From an optimization exercise on the open Yosys and OpenROAD flow, aimed at a short achievable clock period and few clock cycles; shortcuts taken in it are not production practice. Power is estimated from default activity; no workload was simulated.

north:
==> flow/design.v <==
module ost_desc_decode (
    input  wire [63:0] raw_lo,
    input  wire [63:0] raw_hi,
    input  wire        wide,
    output wire [63:0] base,
    output wire [19:0] limit,
    output wire [3:0]  dtype,
    output wire        s,
    output wire [1:0]  dpl,
    output wire        p,
    output wire        avl,
    output wire        l,
    output wire        db,
    output wire        g
);
    assign limit = {raw_lo[51:48], raw_lo[15:0]};
    assign base  = {(wide ? raw_hi[31:0] : 32'h0), raw_lo[63:56], raw_lo[39:32], raw_lo[31:16]};
    assign dtype = raw_lo[43:40];
    assign s     = raw_lo[44];
    assign dpl   = raw_lo[46:45];
    assign p     = raw_lo[47];
    assign avl   = raw_lo[52];
    assign l     = raw_lo[53];
    assign db    = raw_lo[54];
    assign g     = raw_lo[55];
endmodule
module ost_sel_decode (
    input  wire [15:0] sel,
    output wire [1:0]  rpl,
    output wire        ti,
    output wire [12:0] index
);
    assign rpl   = sel[1:0];
    assign ti    = sel[2];
    assign index = sel[15:3];
endmodule
module ost_ddmd (
    input  wire         clk,
    input  wire         rst,
    input  wire         req_valid,
    output wire         req_ready,
    input  wire [31:0]  req_op,
    input  wire [31:0]  req_in_len,
    input  wire [31:0]  req_out_cap,
    input  wire [95:0]  req_in,         
    output wire         resp_valid,
    input  wire         resp_ready,
    output wire [1:0]   resp_status,
    output wire [31:0]  resp_bytes,
    output wire [319:0] resp_out,       
    output wire         prim_valid,
    output wire [2:0]   prim_cmd,
    output wire [63:0]  prim_addr,
    output wire [63:0]  prim_wdata,
    input  wire         prim_ack,
    input  wire [63:0]  prim_rdata,
    input  wire [15:0]  prim_rlimit,
    input  wire         prim_fault,
    output wire         faulted
);
    localparam [1:0] ST_SUCCESS     = 2'd0;
    localparam [1:0] ST_BUF_SMALL   = 2'd1;
    localparam [1:0] ST_INV_OPERAND = 2'd2;
    localparam [1:0] ST_UNSUPPORTED = 2'd3;
    localparam [2:0] P_RDMSR  = 3'd0;
    localparam [2:0] P_WRMSR  = 3'd1;
    localparam [2:0] P_RDSREG = 3'd2;
    localparam [2:0] P_SGDT   = 3'd3;
    localparam [2:0] P_MEMRD  = 3'd4;
    reg s_idle;      
    reg s_done;      
    reg s_fault;     
    reg s_prim;      
    reg s_rdmsr, s_wrmsr, s_rdsreg, s_sgdt, s_memlo, s_memhi;
    reg [2:0]   cmd_q;
    reg [63:0]  addr_q;
    reg [63:0]  wdata_q;
    reg [1:0]   status_q;
    reg         bytes8_q, bytes40_q;
    reg [12:0]  idx_q;         
    reg [63:0]  ea8_q;         
    reg         hi_ok_q;       
    reg [63:0]  out_lo;        
    reg [31:0]  f_base_lo;
    reg [31:0]  f_base_hi;
    reg [3:0]   f_type;
    reg         f_s, f_p, f_avl, f_l, f_db, f_g;
    reg [1:0]   f_dpl;
    reg [63:0]  f_raw_lo;
    reg [63:0]  f_raw_hi;
    assign req_ready   = s_idle;
    assign resp_valid  = s_done;
    assign faulted     = s_fault;
    assign prim_valid  = s_prim;
    assign prim_cmd    = cmd_q;
    assign prim_addr   = addr_q;
    assign prim_wdata  = wdata_q;
    assign resp_status = status_q;
    assign resp_bytes  = {26'd0, bytes40_q, 1'b0, bytes40_q | bytes8_q, 3'd0};
    assign resp_out    = {f_raw_hi, f_raw_lo,
                          7'd0, f_g, 7'd0, f_db, 7'd0, f_l, 7'd0, f_avl,
                          7'd0, f_p, 6'd0, f_dpl, 7'd0, f_s, 4'd0, f_type,
                          f_base_hi, f_base_lo, out_lo};
    wire op_rd = (req_op == 32'd1);
    wire op_wr = (req_op == 32'd2);
    wire op_qs = (req_op == 32'd3);
    wire op_ok = op_rd | op_wr | op_qs;
    wire rd_size = (req_in_len[31:2] != 30'd0) && (req_out_cap[31:3] != 29'd0);
    wire wr_size = (req_in_len[31:4] != 28'd0) || (req_in_len[3:2] == 2'b11);
    wire qs_size = (req_in_len[31:1] != 31'd0) &&
                   ((req_out_cap[31:6] != 26'd0) || (req_out_cap[5:3] == 3'b101) ||
                    (req_out_cap[5:4] == 2'b11));
    wire qs_idx  = (req_in[15:3] == 13'd0) && (req_in[2:1] != 2'b11);
    wire go_rd = op_rd & rd_size;
    wire go_wr = op_wr & wr_size;
    wire go_qs = op_qs & qs_size & qs_idx;
    wire go_prim = go_rd | go_wr | go_qs;
    wire size_ok = (op_rd & rd_size) | (op_wr & wr_size) | (op_qs & qs_size);
    wire [1:0]  sel_rpl;
    wire        sel_ti;
    wire [12:0] sel_index;
    ost_sel_decode u_sel (
        .sel   (prim_rdata[15:0]),
        .rpl   (sel_rpl),
        .ti    (sel_ti),
        .index (sel_index)
    );
    wire sel_unres = sel_ti | (sel_index == 13'd0);
    wire [16:0] gdt_off   = {1'b0, idx_q, 3'b000};
    wire        lo_in_tbl = (gdt_off + 17'd7)  <= {1'b0, prim_rlimit};
    wire        hi_in_tbl = (gdt_off + 17'd15) <= {1'b0, prim_rlimit};
    wire [63:0] ea        = prim_rdata + {47'd0, gdt_off};
    wire [63:0] ea8       = prim_rdata + {47'd0, gdt_off} + 64'd8;
    wire [63:0] dec_base;
    wire [19:0] dec_limit;
    wire [3:0]  dec_type;
    wire        dec_s, dec_p, dec_avl, dec_l, dec_db, dec_g;
    wire [1:0]  dec_dpl;
    ost_desc_decode u_dec (
        .raw_lo (prim_rdata),
        .raw_hi (64'd0),
        .wide   (1'b0),
        .base   (dec_base),
        .limit  (dec_limit),
        .dtype  (dec_type),
        .s      (dec_s),
        .dpl    (dec_dpl),
        .p      (dec_p),
        .avl    (dec_avl),
        .l      (dec_l),
        .db     (dec_db),
        .g      (dec_g)
    );
    wire lo_wide = ~prim_rdata[44];
    wire lo_keep = ~(lo_wide & ~hi_ok_q);
    wire ack_ok    = prim_ack & ~prim_fault;
    wire ack_fault = prim_ack &  prim_fault;
    always @(posedge clk) begin
        if (rst) begin
            s_idle   <= 1'b1;
            s_done   <= 1'b0;
            s_fault  <= 1'b0;
            s_prim   <= 1'b0;
            s_rdmsr  <= 1'b0;
            s_wrmsr  <= 1'b0;
            s_rdsreg <= 1'b0;
            s_sgdt   <= 1'b0;
            s_memlo  <= 1'b0;
            s_memhi  <= 1'b0;
        end else begin
            if (s_idle) begin
                if (req_valid) begin
                    s_idle   <= 1'b0;
                    s_prim   <= go_prim;
                    s_done   <= ~go_prim;
                    s_rdmsr  <= go_rd;
                    s_wrmsr  <= go_wr;
                    s_rdsreg <= go_qs;
                end
            end
            if (s_done && resp_ready) begin
                s_done <= 1'b0;
                s_idle <= 1'b1;
            end
            if (s_rdmsr || s_wrmsr) begin
                if (prim_ack) begin
                    s_rdmsr <= 1'b0;
                    s_wrmsr <= 1'b0;
                    s_prim  <= 1'b0;
                    s_fault <= prim_fault;
                    s_done  <= ~prim_fault;
                end
            end
            if (s_rdsreg && prim_ack) begin
                s_rdsreg <= 1'b0;
                s_sgdt   <= ~sel_unres;
                s_prim   <= ~sel_unres;
                s_done   <= sel_unres;
            end
            if (s_sgdt && prim_ack) begin
                s_sgdt  <= 1'b0;
                s_memlo <= lo_in_tbl;
                s_prim  <= lo_in_tbl;
                s_done  <= ~lo_in_tbl;
            end
            if (s_memlo && prim_ack) begin
                s_memlo <= 1'b0;
                if (prim_fault) begin
                    s_prim  <= 1'b0;
                    s_fault <= 1'b1;
                end else begin
                    s_memhi <= lo_wide & hi_ok_q;
                    s_prim  <= lo_wide & hi_ok_q;
                    s_done  <= ~(lo_wide & hi_ok_q);
                end
            end
            if (s_memhi && prim_ack) begin
                s_memhi <= 1'b0;
                s_prim  <= 1'b0;
                s_fault <= prim_fault;
                s_done  <= ~prim_fault;
            end
        end
    end
    always @(posedge clk) begin
        if (s_idle) begin
            cmd_q        <= {1'b0, op_qs, op_wr};
            addr_q[31:0] <= req_in[31:0];
            wdata_q      <= req_in[95:32];
            status_q     <= !op_ok   ? ST_UNSUPPORTED :
                            !size_ok ? ST_BUF_SMALL   :
                            (op_qs && !qs_idx) ? ST_INV_OPERAND : ST_SUCCESS;
            bytes8_q     <= go_rd;
            bytes40_q    <= go_qs;
            out_lo       <= 64'd0;
            f_base_lo    <= 32'd0;
            f_base_hi    <= 32'd0;
            f_type       <= 4'd0;
            f_s          <= 1'b0;
            f_dpl        <= 2'd0;
            f_p          <= 1'b0;
            f_avl        <= 1'b0;
            f_l          <= 1'b0;
            f_db         <= 1'b0;
            f_g          <= 1'b0;
            f_raw_lo     <= 64'd0;
            f_raw_hi     <= 64'd0;
        end
        if (s_rdmsr)
            out_lo <= prim_rdata;
        if (s_rdsreg) begin
            out_lo[15:0] <= prim_rdata[15:0];
            idx_q        <= sel_index;
            if (prim_ack) cmd_q <= P_SGDT;
        end
        if (s_sgdt) begin
            addr_q  <= ea;
            ea8_q   <= ea8;
            hi_ok_q <= hi_in_tbl;
            if (prim_ack) cmd_q <= P_MEMRD;
        end
        if (s_memlo) begin
            out_lo[23:16] <= {7'd0, lo_keep};
            out_lo[31:24] <= {7'd0, lo_wide & hi_ok_q};
            out_lo[63:32] <= lo_keep ? {12'd0, dec_limit} : 32'd0;
            f_base_lo     <= lo_keep ? dec_base[31:0] : 32'd0;
            f_type        <= lo_keep ? dec_type : 4'd0;
            f_s           <= lo_keep & dec_s;
            f_dpl         <= lo_keep ? dec_dpl : 2'd0;
            f_p           <= lo_keep & dec_p;
            f_avl         <= lo_keep & dec_avl;
            f_l           <= lo_keep & dec_l;
            f_db          <= lo_keep & dec_db;
            f_g           <= lo_keep & dec_g;
            f_raw_lo      <= lo_keep ? prim_rdata : 64'd0;
            if (prim_ack) addr_q <= ea8_q;
        end
        if (s_memhi) begin
            f_base_hi <= prim_rdata[31:0];
            f_raw_hi  <= prim_rdata;
        end
    end
endmodule
==> flow/config.mk <==
export PLATFORM = sky130hd
export DESIGN_NAME = ost_ddmd
export DESIGN_NICKNAME = ost_ddmd
export VERILOG_FILES = /design/flow/design.v
export SDC_FILE = /design/flow/constraint.sdc
export NUM_CORES = 4
export LEC_CHECK = 0
export ABC_CLOCK_PERIOD_IN_PS = 1000
export CAP_MARGIN = 20
export CORE_AREA = 5 5 235 235
export DIE_AREA = 0 0 240 240
export SETUP_SLACK_MARGIN = 5
export SLEW_MARGIN = 40
==> flow/constraint.sdc <==
create_clock -name core_clock -period 10.0 [get_ports {clk}]
set_input_delay 2.0000 -clock core_clock [delete_from_list [all_inputs] [get_ports {clk}]]
set_output_delay 2.0000 -clock core_clock [all_outputs]
set_load 0.01 [all_outputs]
run.sh (not shown) runs the stock make flow with config.mk's settings and CLKGATE_MAP_FILE= SYNTH_SCRIPT=/design/flow/synth_recipe.tcl, a recipe that flattens the netlist after the stock synthesis.
Edits applied to the flow inputs when going from north to south:
# north
export LEC_CHECK = 0
export ABC_CLOCK_PERIOD_IN_PS = 1000
export CAP_MARGIN = 20
export CORE_AREA = 5 5 235 235
export DIE_AREA = 0 0 240 240
export SETUP_SLACK_MARGIN = 5
export SLEW_MARGIN = 40
create_clock -name core_clock -period 10.0 [get_ports {clk}]
# south
export LEC_CHECK = 0
export CAP_MARGIN = 20
export CORE_AREA = 10 10 310 310
export DIE_AREA = 0 0 320 320
export SLEW_MARGIN = 40
create_clock -name core_clock -period 10.0 [get_ports {clk}]
--- outcome ---
- Combinational share of power (lower): south
- south — number of logic stages on the critical path including buffering 1 higher, north as reference
- As of south, maximum frequency had fallen by more than a quarter compared to north.
- Looking at number of antenna violations at the first check in global routing across south and north, the one that comes out lower is north.
- Compared with north, in south worst hold slack higher; met3 usage lower.
### south -> east
# south
export LEC_CHECK = 0
export CAP_MARGIN = 20
export CORE_AREA = 10 10 310 310
export DIE_AREA = 0 0 320 320
export SLEW_MARGIN = 40
create_clock -name core_clock -period 10.0 [get_ports {clk}]
# east
export LEC_CHECK = 0
export ABC_CLOCK_PERIOD_IN_PS = 1000
export CAP_MARGIN = 20
export CORE_AREA = 10 10 310 310
export DIE_AREA = 0 0 320 320
export SETUP_SLACK_MARGIN = 5
export SLEW_MARGIN = 40
create_clock -name core_clock -period 10.0 [get_ports {clk}]
==> comparison <==
east: PASS, flow complete, no timing, DRC or antenna violations. Comparing east and south, the higher count of clock-buffer cells in the layout is on south. east vs. south: detailed-routing wirelength on met1 went up about 2.7%, global-route usage +1.3 points, maximum number of pins on one net before global-route repair dropped about 12%. The final reports for east and south show proportion of cell area occupied by multi-input gates higher in the former. End point of the critical path = ea8_q[58]: east; end point of the critical path = ea8_q[60]: south. Compared with south, in east signed area change from the synthesized netlist to the final layout went up 9.3 points; detailed-route vias per instance rose by about 2.2%; maximum fanout count along the critical path went down.
No functional check of the RTL was part of any run of this note.

==> static timing again, ports no longer ideal <==
Ports are ideal in the flow. The routed layouts listed here were re-timed in OpenROAD. Step 1, drivers: a clkbuf_16 drives clk and a buf_2 each remaining input, both assumed. Step 2 also shifts input and output timing later by t, the mid clock arrival at the registers, as if the neighbouring blocks saw the same clock. Three values: ideal, step 1, step 2; two values: the first two.
| run | shift t [ns] | slack for setup (ns) | worst hold slack (ns) | latest minus earliest clock arrival (ns) | pins driven straight from the clock port |
|---|---|---|---|---|---|
| north | 0.643 | 4.901 / 4.901 / 4.258 | 0.424 / 0.424 / 0.424 | 0.022 / 0.022 | 1 |
| south | 0.647 | 2.886 / 2.855 / 2.208 | 0.437 / 0.437 / 0.437 | 0.019 / 0.018 | 1 |
| east | 0.665 | 4.937 / 4.944 / 4.279 | 0.436 / 0.436 / 0.436 | 0.065 / 0.065 | 1 |
After both steps setup and hold are still met in every run listed. For south, which loses most, drivers alone change the setup slack by -0.031 ns; drivers and shift together by -0.678 ns.
